Context: an optimization exercise on an open-source flow, tuned for small area. The choices shown serve that exercise and are no tape-out recipe.
Only simulation tests tie the RTL to the original design; equivalence was not proved.
The clock port is modelled as an ideal driver; clocking choices that lean on that would not hold on a real chip.
Power and IR drop assume default switching activity.

$ cat flow/flow/run.sh
#!/bin/bash
# Own layout flow: the standard flow (standard.sh) with these changes.
#  1. Synthesis maps the logic with an area-oriented ABC script (flow/area.abc),
#     and leaves adders to ABC as plain logic (no ADDER_MAP_FILE half/full
#     adder cells). It runs ORFS's synth.tcl unchanged apart from that, so the
#     flip-flops (mapped before ABC) are the standard synthesis's, with the
#     same names and cell types.
#  2. Every input and output port gets a sky130_fd_sc_hd__buf_1 port buffer.
#  3. The clock tree uses clkbuf_2 buffers and no dummy loads; afterwards
#     flow/post_cts.tcl upsizes the root and every leaf buffer whose clock
#     pins see too slow a slew.
#  4. One tie cell drives all the constant outputs (no tie fanout repair).
# Each tool's output goes to the ORFS logs under orfs/logs; make's own output
# goes to flow.log here.
set -euo pipefail
W=$PWD

# ORFS's synth.tcl with the ABC script replaced
sed 's#^\([[:space:]]*\)log_cmd abc {\*}\$abc_args#\1lset abc_args 1 '"$W"'/flow/area.abc\n&#' \
    "$FLOW_HOME/scripts/synth.tcl" > "$W/own_synth_body.tcl"
grep -q "flow/area.abc" "$W/own_synth_body.tcl"
# The standard flow's synthesis wrapper, sourcing that copy
sed 's#source \$::env(SCRIPTS_DIR)/synth.tcl#source '"$W"'/own_synth_body.tcl#' \
    "$W/synth_recipe.tcl" > "$W/own_synth.tcl"
grep -q "own_synth_body" "$W/own_synth.tcl"

CTS="-sink_clustering_enable -repair_clock_nets -dont_use_dummy_load"
CTS="$CTS -buf_list sky130_fd_sc_hd__clkbuf_2 -sink_clustering_size 30 -sink_clustering_max_diameter 100"

bash "$W/standard.sh" \
    "SYNTH_SCRIPT=$W/own_synth.tcl" \
    ADDER_MAP_FILE= \
    "BUFFER_PORTS_ARGS=-buffer_cell sky130_fd_sc_hd__buf_1" \
    "CTS_ARGS=$CTS" \
    "POST_CTS_TCL=$W/flow/post_cts.tcl" \
    SKIP_REPAIR_TIE_FANOUT=1 \
    finish > "$W/flow.log" 2>&1
$ cat flow/design.v
module lm92_twi (
    input  wire        clk,
    input  wire        rst,           
    input  wire        cmd_valid,
    input  wire [31:0] cmd_word,
    input  wire        cfg_valid,
    input  wire [31:0] cfg_wdata,
    output reg         busy,
    output reg         done,
    output reg         ack,
    output reg         bus_init,
    output reg         stop_pending,
    output reg  [2:0]  phase,
    output reg         temp_valid,
    output wire [3:0]  err,
    output wire [3:0]  viol,
    output reg  [7:0]  rxdata,
    output wire [31:0] temp,
    output wire [31:0] cfg,
    output reg         scl_o,
    output reg         sda_o,
    input  wire        scl_i,
    input  wire        sda_i
);
    localparam [2:0] PH_IDLE = 3'd0, PH_ADDR = 3'd1, PH_TX = 3'd2,
                     PH_RX = 3'd3, PH_RXEND = 3'd4;
    localparam [7:0] OP_INIT = 8'h10, OP_START = 8'h11, OP_STOP = 8'h12,
                     OP_SEND = 8'h13, OP_RDACK = 8'h14, OP_RDNACK = 8'h15,
                     OP_TEMP = 8'h40;
    reg [7:0] cfg_div, cfg_sreg, cfg_tmo;
    reg [6:0] cfg_saddr;
    assign cfg = {cfg_tmo, cfg_sreg, 1'b0, cfg_saddr, cfg_div};
    reg [15:0] temp_raw;
    assign temp = {3'b000, temp_raw[15:3], temp_raw};
    reg [1:0] err_q;           
    assign err = {2'b00, err_q};
    reg [2:0] viol_q;          
    assign viol = {1'b0, viol_q};
    reg [7:0] div_active;
    reg [3:0] job;
    wire j_temp  = job[3];
    wire j_start = (job[2:0] == 3'b000) || (job[2:0] == 3'b011);
    wire j_tx    = (job[2:0] == 3'b001) || (job[2:0] == 3'b010) || (job[2:0] == 3'b100);
    wire j_rx    = (job[2:0] == 3'b101) || (job[2:0] == 3'b110);
    wire j_mack  = (job[2:0] == 3'b101);
    wire j_init  = (job[2:0] == 3'b111);
    wire j_last  = (job[2:0] == 3'b110);
    wire [7:0] opc = cmd_word[31:24];
    reg legal;
    always @(*) begin
        case (opc)
            OP_INIT, OP_START, OP_STOP, OP_RDACK, OP_RDNACK, OP_TEMP:
                legal = (cmd_word[23:0] == 24'd0);
            OP_SEND:
                legal = (cmd_word[23:8] == 16'd0);
            default:
                legal = 1'b0;
        endcase
    end
    reg seq_ok;
    always @(*) begin
        case (opc)
            OP_INIT, OP_TEMP: seq_ok = (phase == PH_IDLE);
            OP_START:         seq_ok = (phase != PH_RX);
            OP_STOP:          seq_ok = (phase == PH_ADDR) || (phase == PH_TX) || (phase == PH_RXEND);
            OP_SEND:          seq_ok = (phase == PH_ADDR) || (phase == PH_TX);
            default:          seq_ok = (phase == PH_RX);    
        endcase
    end
    reg [3:0] acc_job;
    reg [2:0] acc_phase;
    reg       acc_done;
    always @(*) begin
        acc_job = 4'b0111; acc_phase = PH_IDLE; acc_done = 1'b0;
        case (opc)
            OP_START:  begin acc_job = 4'b0000; acc_phase = PH_ADDR; acc_done = 1'b1; end
            OP_SEND:   begin acc_job = 4'b0001; acc_done = 1'b1;
                             acc_phase = (phase == PH_ADDR && cmd_word[0]) ? PH_RX : PH_TX; end
            OP_RDACK:  begin acc_job = 4'b0101; acc_phase = PH_RX; acc_done = 1'b1; end
            OP_RDNACK: begin acc_job = 4'b0110; acc_phase = PH_RXEND; acc_done = 1'b1; end
            OP_TEMP:   acc_job = 4'b1000;
            default: ;
        endcase
    end
    localparam [3:0] E_IDLE   = 4'd0,
                     E_ISSUE  = 4'd1,
                     E_GO     = 4'd2,     
                     E_P1     = 4'd3,     
                     E_RISE   = 4'd4,     
                     E_HIGH   = 4'd5,     
                     E_P4     = 4'd6,     
                     E_P5     = 4'd7,     
                     E_FALL   = 4'd8,     
                     E_DONE   = 4'd9,     
                     E_TMO    = 4'd10,    
                     E_FINISH = 4'd11;
    reg [3:0] st;
    reg [8:0] hcnt;            
    reg [7:0] thi;             
    reg       ackf;            
    reg [8:0] shreg;
    wire      sh8 = shreg[8] && (j_rx || shreg[7:0] == 8'd0);    
    wire       hlast = (hcnt == 9'h1F9);
    wire [8:0] hload = {1'b0, div_active};
    wire [8:0] thi_inc = {1'b0, thi} + 9'd1;
    always @(posedge clk) begin
        if ((st == E_IDLE || st == E_FINISH) && stop_pending ||
            st == E_GO ||
            st == E_RISE && scl_i ||
            (st == E_HIGH || st == E_P4) && hlast ||
            st == E_FALL)
            hcnt <= hload;
        else if (st == E_RISE && !busy)
            hcnt <= 9'h1F8;
        else
            hcnt <= hcnt - 9'd1;
    end
    always @(posedge clk) begin
        if (rst) begin
            busy <= 1'b0; done <= 1'b0; ack <= 1'b0; bus_init <= 1'b0;
            stop_pending <= 1'b0; phase <= PH_IDLE; temp_valid <= 1'b0;
            err_q <= 2'd0; viol_q <= 3'd0; rxdata <= 8'd0; temp_raw <= 16'd0;
            cfg_div <= 8'h20; cfg_saddr <= 7'h48; cfg_sreg <= 8'h00; cfg_tmo <= 8'h00;
            scl_o <= 1'b1; sda_o <= 1'b1;
            st <= E_IDLE;
        end else begin
            if (cfg_valid) begin
                if (busy) begin
                    if (viol_q == 3'd0) viol_q <= 3'd1;
                end else begin
                    cfg_div   <= cfg_wdata[7:0];
                    cfg_saddr <= cfg_wdata[14:8];
                    cfg_sreg  <= cfg_wdata[23:16];
                    cfg_tmo   <= cfg_wdata[31:24];
                end
            end else if (cmd_valid) begin
                if (busy) begin
                    if (viol_q == 3'd0) viol_q <= 3'd1;
                end else if (!legal) begin
                    if (viol_q == 3'd0) viol_q <= 3'd2;
                end else if (opc != OP_INIT && !bus_init) begin
                    if (viol_q == 3'd0) viol_q <= 3'd4;
                end else if (!seq_ok) begin
                    if (viol_q == 3'd0) viol_q <= 3'd5;
                end else begin
                    done  <= acc_done;
                    phase <= acc_phase;
                    err_q <= 2'd0;
                    if (opc == OP_STOP) stop_pending <= 1'b1;
                    else begin
                        busy <= 1'b1;
                        job  <= acc_job;
                    end
                end
            end
            if (!busy) shreg <= {cmd_word[7:0], 1'b1};
            case (st)
                E_IDLE, E_FINISH: begin
                    if (st == E_FINISH) busy <= 1'b0;
                    if (stop_pending) begin
                        sda_o <= 1'b0;
                        st    <= E_P1;
                    end else if (st == E_FINISH) begin
                        st <= E_IDLE;
                    end else if (busy) begin
                        if (j_init && !j_temp) begin
                            div_active <= cfg_div;
                            bus_init   <= 1'b1;
                            st         <= E_FINISH;
                        end else begin
                            st <= E_ISSUE;
                        end
                    end
                end
                E_ISSUE: begin
                    if (j_temp) shreg <= {j_rx ? 8'h00 : job[1] ? cfg_sreg : {cfg_saddr, job[2]}, 1'b1};
                    st <= E_GO;
                end
                E_GO: begin
                    ackf  <= 1'b0;
                    sda_o <= j_tx ? shreg[8] : 1'b1;
                    st    <= E_P1;
                end
                E_P1: begin
                    if (hlast) begin
                        scl_o <= 1'b1;
                        thi   <= 8'd0;
                        st    <= E_RISE;
                    end
                end
                E_RISE: begin
                    if (scl_i) begin
                        st   <= E_HIGH;
                    end else if (busy) begin
                        if (hcnt[7:0] == 8'hF9) begin
                            if (thi_inc == {1'b0, cfg_tmo}) begin
                                sda_o <= 1'b1;
                                st    <= E_TMO;
                            end
                            thi <= thi_inc[7:0];
                        end
                    end
                end
                E_HIGH: begin
                    if (hlast) begin
                        if (stop_pending || j_start) begin
                            sda_o <= stop_pending;
                            st    <= E_P4;
                        end else begin
                            if (sh8) begin
                                if (j_tx) begin
                                    ack      <= ~sda_i;
                                    err_q[0] <= err_q[0] | sda_i;
                                end
                            end else begin
                                shreg <= {shreg[7:0], sda_i & j_rx};
                            end
                            scl_o <= 1'b0;
                            st    <= E_FALL;
                        end
                    end
                end
                E_P4: begin
                    if (hlast) begin
                        if (stop_pending) begin
                            stop_pending <= 1'b0;
                            st           <= E_IDLE;
                        end else begin
                            scl_o <= 1'b0;
                            st    <= E_P5;
                        end
                    end
                end
                E_P5: begin
                    if (hlast) st <= E_DONE;
                end
                E_FALL: begin
                    if (ackf) begin
                        st <= E_DONE;
                    end else begin
                        if (sh8) ackf <= 1'b1;
                        if (j_tx)
                            sda_o <= shreg[8];
                        else
                            sda_o <= ~(sh8 && j_mack);
                        st <= E_P1;
                    end
                end
                E_DONE: begin
                    if (j_rx) rxdata <= shreg[7:0];
                    if (j_temp && j_last) begin
                        temp_raw     <= {rxdata, shreg[7:0]};
                        temp_valid   <= ~err_q[0];
                        stop_pending <= 1'b1;
                        st           <= E_FINISH;
                    end else if (j_temp) begin
                        job[2:0] <= job[2:0] + 3'd1;
                        st       <= E_ISSUE;
                    end else begin
                        st <= E_FINISH;
                    end
                end
                E_TMO: begin
                    busy         <= 1'b0;
                    bus_init     <= 1'b0;
                    phase        <= PH_IDLE;
                    stop_pending <= 1'b0;
                    done         <= 1'b0;
                    if (j_temp) temp_valid <= 1'b0;
                    err_q        <= 2'b10;
                    st           <= E_IDLE;
                end
                default: st <= E_IDLE;
            endcase
        end
    end
endmodule
$ cat flow/flow/area.abc
strash
dc2
ifraig
balance -l
resub -K 6 -l
rewrite -l
resub -K 6 -N 2 -l
refactor -l
resub -K 8 -l
balance -l
resub -K 8 -N 2 -l
rewrite -l
resub -K 10 -l
rewrite -z -l
resub -K 10 -N 2 -l
balance -l
resub -K 12 -l
refactor -z -l
resub -K 12 -N 2 -l
rewrite -z -l
balance -l
dch -f
amap
strash
dch -f
amap
$ cat flow/standard.sh
#!/bin/bash
# synth_recipe.tcl (not shown) runs the flow's synth.tcl, then flattens the netlist and writes it again
# the make line also repeats each setting of config.mk as NAME=value (left out here)
make -C /OpenROAD-flow-scripts/flow DESIGN_CONFIG=/design/flow/config.mk WORK_HOME=/design/flow/orfs CLKGATE_MAP_FILE= SYNTH_SCRIPT=/design/flow/synth_recipe.tcl "${@:-finish}"
$ cat flow/config.mk
export PLATFORM = sky130hd
export DESIGN_NAME = lm92_twi
export DESIGN_NICKNAME = lm92_twi
export VERILOG_FILES = /design/flow/design.v
export SDC_FILE = /design/flow/constraint.sdc
export NUM_CORES = 4
export LEC_CHECK = 0
export CAP_MARGIN = 0
export CORE_MARGIN = 2
export CORE_UTILIZATION = 65
export SLEW_MARGIN = 0
$ cat flow/constraint.sdc
create_clock -name core_clock -period 10.0 [get_ports {clk}]
set_input_delay 2.0000 -clock core_clock [delete_from_list [all_inputs] [get_ports {clk}]]
set_output_delay 2.0000 -clock core_clock [all_outputs]
set_load 0.01 [all_outputs]
$ cat flow/flow/post_cts.tcl
# After TritonCTS (POST_CTS_TCL): the H-tree's leaf buffers drive unequal
# numbers of clock pins. Upsize the root buffer to clkbuf_8, then step up
# every buffer whose clock pins see a slew over 100 ps (placement estimate)
# through clkbuf_4 and clkbuf_8 until it does not, then legalise the
# placement again.
set sizes {sky130_fd_sc_hd__clkbuf_2 sky130_fd_sc_hd__clkbuf_4 sky130_fd_sc_hd__clkbuf_8}
set thr 0.100
proc post_cts_sink_slew {name} {
  set net [get_nets -of_objects [get_pins $name/X]]
  set mx 0.0
  foreach p [get_pins -of_objects $net -filter "direction==input"] {
    foreach s [list [get_property $p slew_max_rise] [get_property $p slew_max_fall]] {
      if {$s > $mx} { set mx $s }
    }
  }
  return $mx
}
estimate_parasitics -placement
set changed 0
foreach inst [get_cells clkbuf_*] {
  set name [get_full_name $inst]
  if {$name eq "clkbuf_0_clk"} {
    replace_cell $inst [get_lib_cells sky130_fd_sc_hd__clkbuf_8]
    incr changed
  }
}
foreach inst [get_cells clkbuf_*] {
  set name [get_full_name $inst]
  while {[post_cts_sink_slew $name] > $thr} {
    set cur [get_property [get_lib_cells -of_objects $inst] name]
    set i [lsearch $sizes $cur]
    if {$i < 0 || $i == [llength $sizes] - 1} { break }
    puts "post_cts: $name sink slew [post_cts_sink_slew $name] -> [lindex $sizes [expr {$i + 1}]]"
    replace_cell $inst [get_lib_cells [lindex $sizes [expr {$i + 1}]]]
    incr changed
  }
}
if {$changed > 0} {
  detailed_placement
  check_placement -verbose
  estimate_parasitics -placement
}
==> impl_metrics.yaml <==
critical_path:
  r2r_start: "busy"
  startpoint: "cmd_word[26]"
  crit_cells: 13
  rrSetupSlack_ps: 6300
  worstPathRequired_ps: 10140
  slowest_stage: "nor4bb_1"
  timing.critical_path.max_delay_family: "simple AND/OR/NAND/NOR gates"
  crit_path_frequent_cell: "nor2_1"
  worst_r2r_path_depth: 6
  critical_path_buf_inv_count: 2
  endpoint_kind: "flop"
  timing.critical_path.slowest_cell_delay_ps: 620
  path_cells: "buf_1 > or2_0 > nor2_1 > nor4bb_1 > o311a_1 > o21ai_0 > o21bai_1 > nor2_1 > nand3_1 > nor2_1 > clkinv_1 > nor3_1 > o22ai_1"
  path_class: "input pin to flop"
  worstPathMaxFanout: 10
  critPathLaunchType: "input pin"
  worst_setup_path_end: "job[2]"
  reg2reg_to: "viol_q[0]"
  worst_ep_arrival_time_ps: 4900
sta:
  achievable-frequency_mhz: 210.1
  post-route-worst-setup-slack_ps: 5241
  worst_clock_skew_ps: 49.20
  tightest_slew_ps: 1117
  setup_total_negative_slack_ps: 0
  timing.final.crit_share_pct: 47.59
  finalHoldViolations: 0
  timing.final.setup_violations: 0
  min_period_ps: 4759
  final-max-slew-violation-count: 0
  relSlewSlack_pct: 24.98
  grt_setup_unrepaired: "false"
placed_design:
  io_buffers: 152
  preCtsSetupSlack_ps: 4941
  place.gp.congestion: 0.9920
  place.detailed.hpwl_um: 9853
  number_of_placed_instances_with_taps_included: 827
global_route:
  grt_pass1_vias: 4683
  antenna_violations_before_repair: 0
  grt_util_all_layers_pct: 31.65
  pin_count_of_the_biggest_net_entering_global_routing: 59
  grt_first_pass_wirelength_um: 21310
  grt_overflow: 0
floorplanning:
  count_of_standard_cell_rows: 32
  core_region_area_um2: 7647
  dieHeight_um: 92.25
  dieWidth_um: 92.25
  die_area_um2: 8510
  start_util_pct: 66.20
  pin_count: 161
synth:
  post-synth-top-area-cell: "dfxtp_1"
  syn_avg_cell_area_um2: 8.580
  netlist.area_leader.share_pct: 33.22
  yosys-top-cells-area: "dfxtp_1 (33%), edfxtp_1 (18%), nor2_1 (8.4%), o22ai_1 (5.2%), clkinv_1 (4.2%)"
  synth_edf_count: 30
  top_flip_flop_cell_by_instance_count_after_synthesis: "dfxtp_1"
  syn_inst: 590
  synth.net_count: 660
  syn-cell-area_um2: 5062
  yosysWarnings: 1
  ys_seq_elements: 114
  synthDistinctLibCells: 40
  async_flop_share_pct: 0
  synth_seq_area_share_pct: 51.01
route:
  dr.first_iter.drc_count: 322
  route.vias.total: 5096
  routed_wirelength_um: 13660
  top_signal_layer_used: "met4"
  route.antenna.remaining_nets: 0
  route.layer.met1.wl_um: 5638
  wl_per_cell_um: 16.19
  detail_route.first_pass.iterations: 7
  post_drt_via_cell_ratio: 6.038
  wl_met3_um: 914
  remaining_drc_errors: 0
  wl_met2_um: 6810
clocking:
  clk_pin_slew_ps: 90
  cts_num_sinks: 114
  clock_tree_from_tritoncts: "yes"
  worst_skew_pair.late_latency_ps: 410
power:
  total_power_mw: 0.9976
  worst_vdd_drop_mv: 0.1061
  pd_cells_nw_per_um2: 172.9
  leakage_nw: 1.974
layout:
  syn2layout_area_growth_pct: 13.99
  drive_above_1_share_pct: 2.830
  antenna_cells_inserted: 0
  layoutNonFillerInstCount: 844
  postLayoutCoreUtil_pct: 75.46
  design.final.nets: 814
worst_hold_path:
  min_path_type: "flop to flop"
outcome:
  outcome: "no timing/DRC/antenna violations"
job:
  maxcap_viol_count: 0
## worst reg2reg max path: stages, from the launching register on
cell      delay, ps
dfxtp_1         350
clkinv_1        310
nand2_1         930
clkinv_1       1140
nor3_1          560
o221a_1         250
nor3_1           40
## worst min path at each step
stage | from | to | slack, ps | depth (start not counted)
5_1_grt | cfg_div[4] | div_active[4] | 450 | 0
3_5_place_dp | cfg_div[2] | div_active[2] | 450 | 0
2_1_floorplan | div_active[0] | hcnt[0] | 420 | 2
3_3_place_gp | cfg_div[4] | div_active[4] | 440 | 0
6_report | cfg_div[4] | div_active[4] | 440 | 0
## layer usage
metal,global-route usage (%),vias up
met5,0,-
met1,38.22,2357
met3,7.477,37
met4,10.57,0
li1,-,2458
met2,55.58,244
## state kept, by name, indices dropped and copies added (netlist names), 7 cells and up
name,flops
temp_raw,16
hcnt,9
shreg,9
cfg_div,8
cfg_sreg,8
cfg_tmo,8
div_active,8
rxdata,8
thi,8
cfg_saddr,7
## logic make-up after synthesis
kind of cell / count (synthesis) / synth area share (%)
buffers and inverters: 77 / 7.192
DFF: 114 / 51.01
AOI/OAI and AO/OA: 183 / 23.21
and+or+nand+nor: 215 / 18.51
other: 1 / 0.07408
## cell type report
| type | count | area (µm²) |
|---|---|---|
| Fill cell | 591 | 1877 |
| Timing Repair Buffer | 155 | 594.3 |
| Tap cell | 102 | 127.6 |
| Sequential cell | 114 | 2582 |
| Inverter | 57 | 214.0 |
| Multi-Input combinational cell | 399 | 2116 |
| Clock buffer | 17 | 136.4 |
## synth_stat cells, drive strengths merged, types with 3 or more instances
master,number
nor4,11
nor2,113
a211oi,5
dfxtp,84
buf,20
o21ai,41
a221oi,3
nand2,40
nand3,7
nor3,22
a221o,3
a31oi,3
edfxtp,30
nand4,4
nor2b,4
a21oi,39
o221ai,18
o22ai,42
clkinv,57
or2,5
o22a,4
or3,3
a2111oi,3
a22oi,8
## stage by stage
step | hold WS (ps) | cell area, µm²
2_1_floorplan | 417.8 | 5062
3_3_place_gp | 435.7 | 5634
3_5_place_dp | 445.0 | 5634
5_1_grt | 449.5 | 5771
6_report | 441.2 | 5771
## where the power goes
part / switching [mW] / total (mW) / internal, mW
combinational: 0.146 / 0.226 / 0.0806
sequential: 0.0315 / 0.546 / 0.514
clock: 0.141 / 0.225 / 0.0839
## layout by cell type, fill, tap and decap left out, types with 5 or more instances in the layout
cell	count
a211oi_1	5
a21oi_1	39
a22oi_1	8
buf_1	151
clkbuf_2	5
clkbuf_4	10
clkinv_1	57
dfxtp_1	84
edfxtp_1	30
nand2_1	40
nand3_1	7
nor2_1	113
nor3_1	22
nor4_1	11
o21ai_0	41
o221ai_1	18
o22ai_1	42
or2_0	5

-- port drivers added, routing unchanged --
In the flow no input, the clock included, has a driving cell. The finished layout below was timed again as built, in two steps.
Step 1: set_driving_cell puts a clkbuf_16 on clk and a buf_2 on each other input, an assumption about the parent block.
Step 2, shift: input delay + t, output delay - t, t = (earliest + latest rising clock arrival at the registers) / 2. This alone moves slack from input paths to output paths.
Three values: ideal, step 1, step 2; two values: the first two.
shift t [ns]: 0.415
slack for setup (ns): 5.241 / 5.255 / 4.839
worst setup path at the end: input to register
slew at the worst register clock pin (ns): 0.11 / 0.11
pins driven straight from the clock port: 1
After both steps this run still meets setup and hold. The setup slack of this run moves by +0.014 ns with the drivers and by -0.402 ns with both steps.
